Background: an optimization exercise with open tools, aiming at small area. Do not read the settings as production practice. Where RTL was checked, it was by simulation tests only, not by an equivalence proof against the original. Power figures rest on the tool's default switching activity, not on a simulated workload. The clock port is modelled as an ideal driver; clocking choices that lean on that would not hold on a real chip.

## vospi_engine
module vospi_engine #(
    parameter LINE_WIDTH   = 80,
    parameter PPS          = 60,       
    parameter SEGS_MULTI   = 4,        
    parameter MARKER_ID    = 20,
    parameter QUIET_MS     = 200
) (
    input  wire        clk,
    input  wire        rst,
    input  wire        cmd_valid,
    output wire        cmd_ready,
    input  wire [2:0]  cmd_op,
    input  wire [7:0]  cmd_hint,
    input  wire        cfg_ok,
    output wire        cfg_req,
    output reg         rsp_valid,
    output reg  [1:0]  rsp_code,
    output wire        rsp_active,
    input  wire [31:0] now,
    output wire        xfer_start,
    output wire        xfer_abort,
    input  wire        rx_valid,
    output wire        rx_ready,
    input  wire [15:0] rx_data,
    input  wire        pool_avail,
    input  wire [3:0]  pool_slot,
    output wire        acq_take,
    output wire        rel_valid,
    output wire        rel_used,
    output wire [3:0]  rel_slot,
    output wire        mem_we,
    output wire [3:0]  mem_slot,
    output wire [15:0] mem_addr,
    output wire [15:0] mem_wdata
);
    localparam SEG_WORDS = PPS * LINE_WIDTH;
    localparam HALF      = LINE_WIDTH / 2;           
    localparam [7:0] NEG_HALF = 256 - HALF;          
    localparam [6:0] W_CRC = LINE_WIDTH, W_HDR0 = LINE_WIDTH + 1, W_HDR1 = LINE_WIDTH + 2;
    localparam [2:0] OP_INIT = 3'd0, OP_DEINIT = 3'd1, OP_ABORT = 3'd2,
                     OP_RESTART = 3'd3;
    localparam [1:0] RES_OK = 2'd0, RES_ERR_TRANSPORT = 2'd1, RES_ERR_STATE = 2'd2;
    localparam [1:0] S_IDLE = 2'd0, S_COPY = 2'd1, S_DONE = 2'd2, S_SER = 2'd3;
    reg        initialised;
    reg        multi_segment;
    reg        streaming;
    reg        capturing;
    reg [5:0]  exp_pid;
    reg [1:0]  exp_seg;
    reg        slot_valid;
    reg [3:0]  slot;
    reg [1:0]  state;
    reg [6:0]  widx;                   
    reg [6:0]  rpos;                   
    reg [15:0] crc;
  ...
clock: 10.0 ns
lec_check: 0
cap_margin: 20
core_margin: 2
core_utilization: 40
cts_buf_list: sky130_fd_sc_hd__clkbuf_16
cts_cluster_diameter: 70
cts_cluster_size: 36
slew_margin: 20
standard.sh (not shown) runs the stock make flow with config.mk's settings and CLKGATE_MAP_FILE= SYNTH_SCRIPT=/design/flow/synth_recipe.tcl, a recipe that flattens the netlist after the stock synthesis.
==> flow/flow/run.sh <==
#!/bin/bash
set -euo pipefail
export BUFFER_PORTS_ARGS="-buffer_cell sky130_fd_sc_hd__buf_1"
export CTS_ARGS="-sink_clustering_enable -repair_clock_nets -sink_clustering_size 34 -sink_clustering_max_diameter 100 -buf_list sky130_fd_sc_hd__clkbuf_16 -dont_use_dummy_load"
bash standard.sh > flow.log 2>&1
The first run went through all stages and came out clean.
==> next run, changes <==
==> flow/run.sh (new file) <==
#!/bin/bash
# synth_recipe.tcl (not shown) runs the flow's synth.tcl, then flattens the netlist and writes it again
# the make line also repeats each setting of config.mk as NAME=value (left out here)
make -C /OpenROAD-flow-scripts/flow DESIGN_CONFIG=/design/flow/config.mk WORK_HOME=/design/flow/orfs CLKGATE_MAP_FILE= SYNTH_SCRIPT=/design/flow/synth_recipe.tcl finish
removed: flow/flow/run.sh
removed: flow/standard.sh
Combinational power rises by about 18%.
Global-route usage falls by 0.20 points.
Die area stays the same.
Wire length falls by 1.3%.
Total power rises by 4.2%.
Hold slack improves by 33 ps.
Flip-flop and latch count does not change.
Sequential share of layout area falls by 2.4 points.
Via count stays flat.
Synthesized cell count stays the same.

---

Another version of the RTL of vospi_engine (not shown whole).
For scale: about 120 I/O pins, ~0.035 mm^2 of cells after synthesis.
Settings: LEC_CHECK=0, CAP_MARGIN=20, CORE_MARGIN=2, CORE_UTILIZATION=40, CTS_BUF_LIST=sky130_fd_sc_hd__clkbuf_16, CTS_CLUSTER_DIAMETER=80, CTS_CLUSTER_SIZE=30, SLEW_MARGIN=20; clock period 10.0 ns.
run.sh (not shown) runs the stock make flow with config.mk's settings and CLKGATE_MAP_FILE= SYNTH_SCRIPT=/design/flow/synth_recipe.tcl, a recipe that flattens the netlist after the stock synthesis.
Stock flow here: none of the scripts above is used.
Then changed:
- CTS_CLUSTER_DIAMETER: 80 -> 60
- CTS_CLUSTER_SIZE: 30 -> 24
The changed run ran to the end with no violations. Hold slack got worse by 0.0083 ns. Critical path depth is unchanged. Routed wire length is about the same. Die area stays the same. Synthesized cell count stays the same. Power is higher by 5.9%. Sequential power is about the same. Final cell count goes up by 0.84%. Worst setup slack gets worse by 0.020 ns. Combinational power stays flat.
No run of this note included a check of the RTL's function; only the layout flow was run.

---

vospi_engine with an RTL version that a note above also has.
Size in the first run: about 2,100 cells after synthesis, ~0.032 mm² of cells after synthesis.
Design vospi_engine, start of the top module:
module vospi_engine #(
    parameter LINE_WIDTH   = 80,
    parameter PPS          = 60,       
    parameter SEGS_MULTI   = 4,        
    parameter MARKER_ID    = 20,
    parameter QUIET_MS     = 200
) (
    input  wire        clk,
    input  wire        rst,
    input  wire        cmd_valid,
    output wire        cmd_ready,
    input  wire [2:0]  cmd_op,
    input  wire [7:0]  cmd_hint,
    input  wire        cfg_ok,
    output wire        cfg_req,
    output reg         rsp_valid,
    output reg  [1:0]  rsp_code,
    output wire        rsp_active,
    input  wire [31:0] now,
    output wire        xfer_start,
    output wire        xfer_abort,
    input  wire        rx_valid,
    output wire        rx_ready,
    input  wire [15:0] rx_data,
    input  wire        pool_avail,
    input  wire [3:0]  pool_slot,
    output wire        acq_take,
    output wire        rel_valid,
    output wire        rel_used,
    output wire [3:0]  rel_slot,
    output wire        mem_we,
    output wire [3:0]  mem_slot,
    output wire [15:0] mem_addr,
    output wire [15:0] mem_wdata
);
clock: 10.0 ns
lec_check: 0
cap_margin: 20
core_margin: 2
core_utilization: 40
cts_buf_list: sky130_fd_sc_hd__clkbuf_16
cts_cluster_diameter: 70
cts_cluster_size: 36
slew_margin: 20
standard.sh (not shown) runs the stock make flow with config.mk's settings and CLKGATE_MAP_FILE= SYNTH_SCRIPT=/design/flow/synth_recipe.tcl, a recipe that flattens the netlist after the stock synthesis.
==> flow/flow/run.sh <==
#!/bin/bash
set -euo pipefail
export BUFFER_PORTS_ARGS="-buffer_cell sky130_fd_sc_hd__buf_1"
export CTS_ARGS="-sink_clustering_enable -repair_clock_nets -sink_clustering_size 36 -sink_clustering_max_diameter 70 -buf_list sky130_fd_sc_hd__clkbuf_16 -dont_use_dummy_load"
bash standard.sh > flow.log 2>&1
The starting point finished clean.
Edit:
==> flow/flow/run.sh (replaced) <==
#!/bin/bash
set -euo pipefail
export BUFFER_PORTS_ARGS="-buffer_cell sky130_fd_sc_hd__buf_1"
export CTS_ARGS="-sink_clustering_enable -repair_clock_nets -sink_clustering_size 20 -sink_clustering_max_diameter 50 -buf_list sky130_fd_sc_hd__clkbuf_8 -dont_use_dummy_load"
bash standard.sh > flow.log 2>&1
Outcome:
- fmax decreases slightly
- wire length rose slightly
- total power came out lower slightly
- count of clock-buffer cells in the layout climbs by 42
- worst setup slack loses 0.024 ns
- synthesized area stays the same
- clock power shrinks by a few percent
Edit:
==> flow/flow/run.sh (replaced) <==
#!/bin/bash
set -euo pipefail
export BUFFER_PORTS_ARGS="-buffer_cell sky130_fd_sc_hd__buf_1"
export CTS_ARGS="-sink_clustering_enable -repair_clock_nets -sink_clustering_size 36 -sink_clustering_max_diameter 90 -buf_list sky130_fd_sc_hd__clkbuf_16 -dont_use_dummy_load"
bash standard.sh > flow.log 2>&1
The changed run finished clean.
Design area stays flat.
Core utilization is lower by 0.12 points.
Maximum frequency climbs slightly.
Edit:
==> flow/flow/run.sh (replaced) <==
#!/bin/bash
set -euo pipefail
export BUFFER_PORTS_ARGS="-buffer_cell sky130_fd_sc_hd__buf_1"
export CTS_ARGS="-sink_clustering_enable -repair_clock_nets -sink_clustering_size 35 -sink_clustering_max_diameter 120 -buf_list sky130_fd_sc_hd__clkbuf_16 -dont_use_dummy_load"
bash standard.sh > flow.log 2>&1
The changed run ran to the end with no violations; maximum frequency hardly moves; design area barely changes; cell count stays flat; combinational power stays flat; count of clock-buffer cells in the layout goes down by 3; critical path depth stays the same; non-clock buffer count does not change; via count is about the same.

---

Another version of the RTL of vospi_engine (not shown whole).
For scale: ~2100 cells after synthesis, about 1400 flip-flops, about 120 I/O pins, ~0.033 mm² of cells after synthesis.
Settings: LEC_CHECK=0, CAP_MARGIN=20, CORE_MARGIN=2, CORE_UTILIZATION=40, CTS_BUF_LIST=sky130_fd_sc_hd__clkbuf_16, CTS_CLUSTER_DIAMETER=70, CTS_CLUSTER_SIZE=36, SLEW_MARGIN=20; clock period 10.0 ns.
==> flow/flow/run.sh <==
#!/bin/bash
set -euo pipefail
export BUFFER_PORTS_ARGS="-buffer_cell sky130_fd_sc_hd__buf_1"
export CTS_ARGS="-sink_clustering_enable -repair_clock_nets -sink_clustering_size 36 -sink_clustering_max_diameter 70 -buf_list sky130_fd_sc_hd__clkbuf_16 -dont_use_dummy_load"
bash standard.sh > flow.log 2>&1
The first run completed with no timing, DRC or antenna violations.
Change:
==> flow/flow/run.sh (replaced) <==
#!/bin/bash
set -euo pipefail
export BUFFER_PORTS_ARGS="-buffer_cell sky130_fd_sc_hd__buf_1"
export CTS_ARGS="-sink_clustering_enable -repair_clock_nets -sink_clustering_size 40 -sink_clustering_max_diameter 45 -buf_list sky130_fd_sc_hd__clkbuf_16 -dont_use_dummy_load"
bash standard.sh > flow.log 2>&1
Settings changed: CORE_UTILIZATION 40 to 70, CTS_BUF_LIST sky130_fd_sc_hd__clkbuf_16 to default, CTS_CLUSTER_DIAMETER 70 to default, CTS_CLUSTER_SIZE 36 to default, PLACE_DENSITY from default to 0.8.
The new run finished with timing, DRC and antenna clean; wire length climbs by 21%; area after synthesis is unchanged; first-iteration DRC count is higher by about 60%; final cell count came out lower by 13%; sequential power barely changes; clock-buffer cell count increases by 30; combinational power fell by about 2%; final area came out higher by about 0.46%; worst hold slack degrades by 0.010 ns; setup slack got worse by 0.11 ns; register-to-register slack improves by 0.09 ns.
Change:
==> flow/run.sh (new file) <==
#!/bin/bash
# synth_recipe.tcl (not shown) runs the flow's synth.tcl, then flattens the netlist and writes it again
# the make line also repeats each setting of config.mk as NAME=value (left out here)
make -C /OpenROAD-flow-scripts/flow DESIGN_CONFIG=/design/flow/config.mk WORK_HOME=/design/flow/orfs CLKGATE_MAP_FILE= SYNTH_SCRIPT=/design/flow/synth_recipe.tcl finish
Settings changed: CORE_UTILIZATION 70 to 40, CTS_BUF_LIST from default to sky130_fd_sc_hd__clkbuf_16, CTS_CLUSTER_DIAMETER from default to 70, CTS_CLUSTER_SIZE from default to 36, PLACE_DENSITY 0.8 to default.
removed: flow/flow/run.sh
removed: flow/standard.sh
What happened: The new run completed without violations. Global-route usage is lower by 13 points. Setup slack degrades by 0.64 ns. Cell count grows by about a fifth. Combinational power rises by about a fifth. Die area came out higher by well over a third. Sequential share of layout area went down by 1.9 points.
Change:
==> flow/flow/run.sh (new file) <==
#!/bin/bash
set -euo pipefail
export BUFFER_PORTS_ARGS="-buffer_cell sky130_fd_sc_hd__buf_1"
export CTS_ARGS="-sink_clustering_enable -repair_clock_nets -sink_clustering_size 44 -sink_clustering_max_diameter 50 -buf_list sky130_fd_sc_hd__clkbuf_16 -dont_use_dummy_load"
bash standard.sh > flow.log 2>&1
==> flow/standard.sh (new file) <==
#!/bin/bash
# synth_recipe.tcl (not shown) runs the flow's synth.tcl, then flattens the netlist and writes it again
# the make line also repeats each setting of config.mk as NAME=value (left out here)
make -C /OpenROAD-flow-scripts/flow DESIGN_CONFIG=/design/flow/config.mk WORK_HOME=/design/flow/orfs CLKGATE_MAP_FILE= SYNTH_SCRIPT=/design/flow/synth_recipe.tcl "${@:-finish}"
Settings changed: CORE_UTILIZATION 40 to 60, CTS_BUF_LIST sky130_fd_sc_hd__clkbuf_16 to default, CTS_CLUSTER_DIAMETER 70 to default, CTS_CLUSTER_SIZE 36 to default.
removed: flow/run.sh
=> The changed run completed without violations. Cell count came out lower by 9.6%. Clock-buffer cell count came out higher by 21. Worst hold slack got worse by 0.044 ns.

[re-timing with driven ports]
No port has a modelled driver above. Below, the same layouts with a new extraction and two added sets of constraints.
Step 1: set_driving_cell puts a clkbuf_16 on clk and a buf_2 on each other input, an assumption about the parent block.
Step 2 adds t to the input delays and takes it off the output delays; t is the mean of the earliest and latest rising clock arrival at the registers after step 1. Input paths then give back, and output paths get back, about the clock's delay inside the block.
Three values: no drivers, after step 1, after step 2; two values: the first two.
run | t (ns) | setup WS [ns] | worst hold slack (ns) | cell pins on the clock port's net
the first run of note 1 | 0.657 | 3.189 / 3.081 / 3.081 | 0.283 / 0.283 / 0.283 | 1
the second run of note 1 | 0.682 | 2.532 / 2.439 / 2.439 | 0.316 / 0.316 / 0.316 | 1
the first run of note 2 | 0.704 | 1.928 / 1.864 / 1.864 | 0.321 / 0.321 / 0.321 | 1
the second run of note 2 | 0.690 | 1.908 / 1.846 / 1.846 | 0.312 / 0.312 / 0.312 | 1
the first run of note 3 | 0.659 | 3.176 / 3.079 / 3.079 | 0.259 / 0.259 / 0.259 | 1
the second run of note 3 | 0.726 | 3.152 / 3.054 / 3.054 | 0.265 / 0.265 / 0.265 | 1
the third run of note 3 | 0.656 | 3.194 / 3.098 / 3.098 | 0.277 / 0.277 / 0.277 | 1
the fourth run of note 3 | 0.649 | 3.206 / 3.105 / 3.105 | 0.289 / 0.289 / 0.289 | 1
the first run of note 4 | 0.650 | 2.655 / 2.610 / 2.610 | 0.259 / 0.259 / 0.259 | 1
the second run of note 4 | 0.663 | 2.548 / 2.522 / 2.522 | 0.249 / 0.249 / 0.249 | 1
the third run of note 4 | 0.694 | 1.912 / 1.874 / 1.874 | 0.296 / 0.296 / 0.296 | 1
the fourth run of note 4 | 0.642 | 2.440 / 2.416 / 2.416 | 0.253 / 0.253 / 0.253 | 1
After both steps setup and hold are still met in every run listed. For the first run of note 1, which loses most, drivers alone change the setup slack by -0.108 ns; drivers and shift together by -0.108 ns.
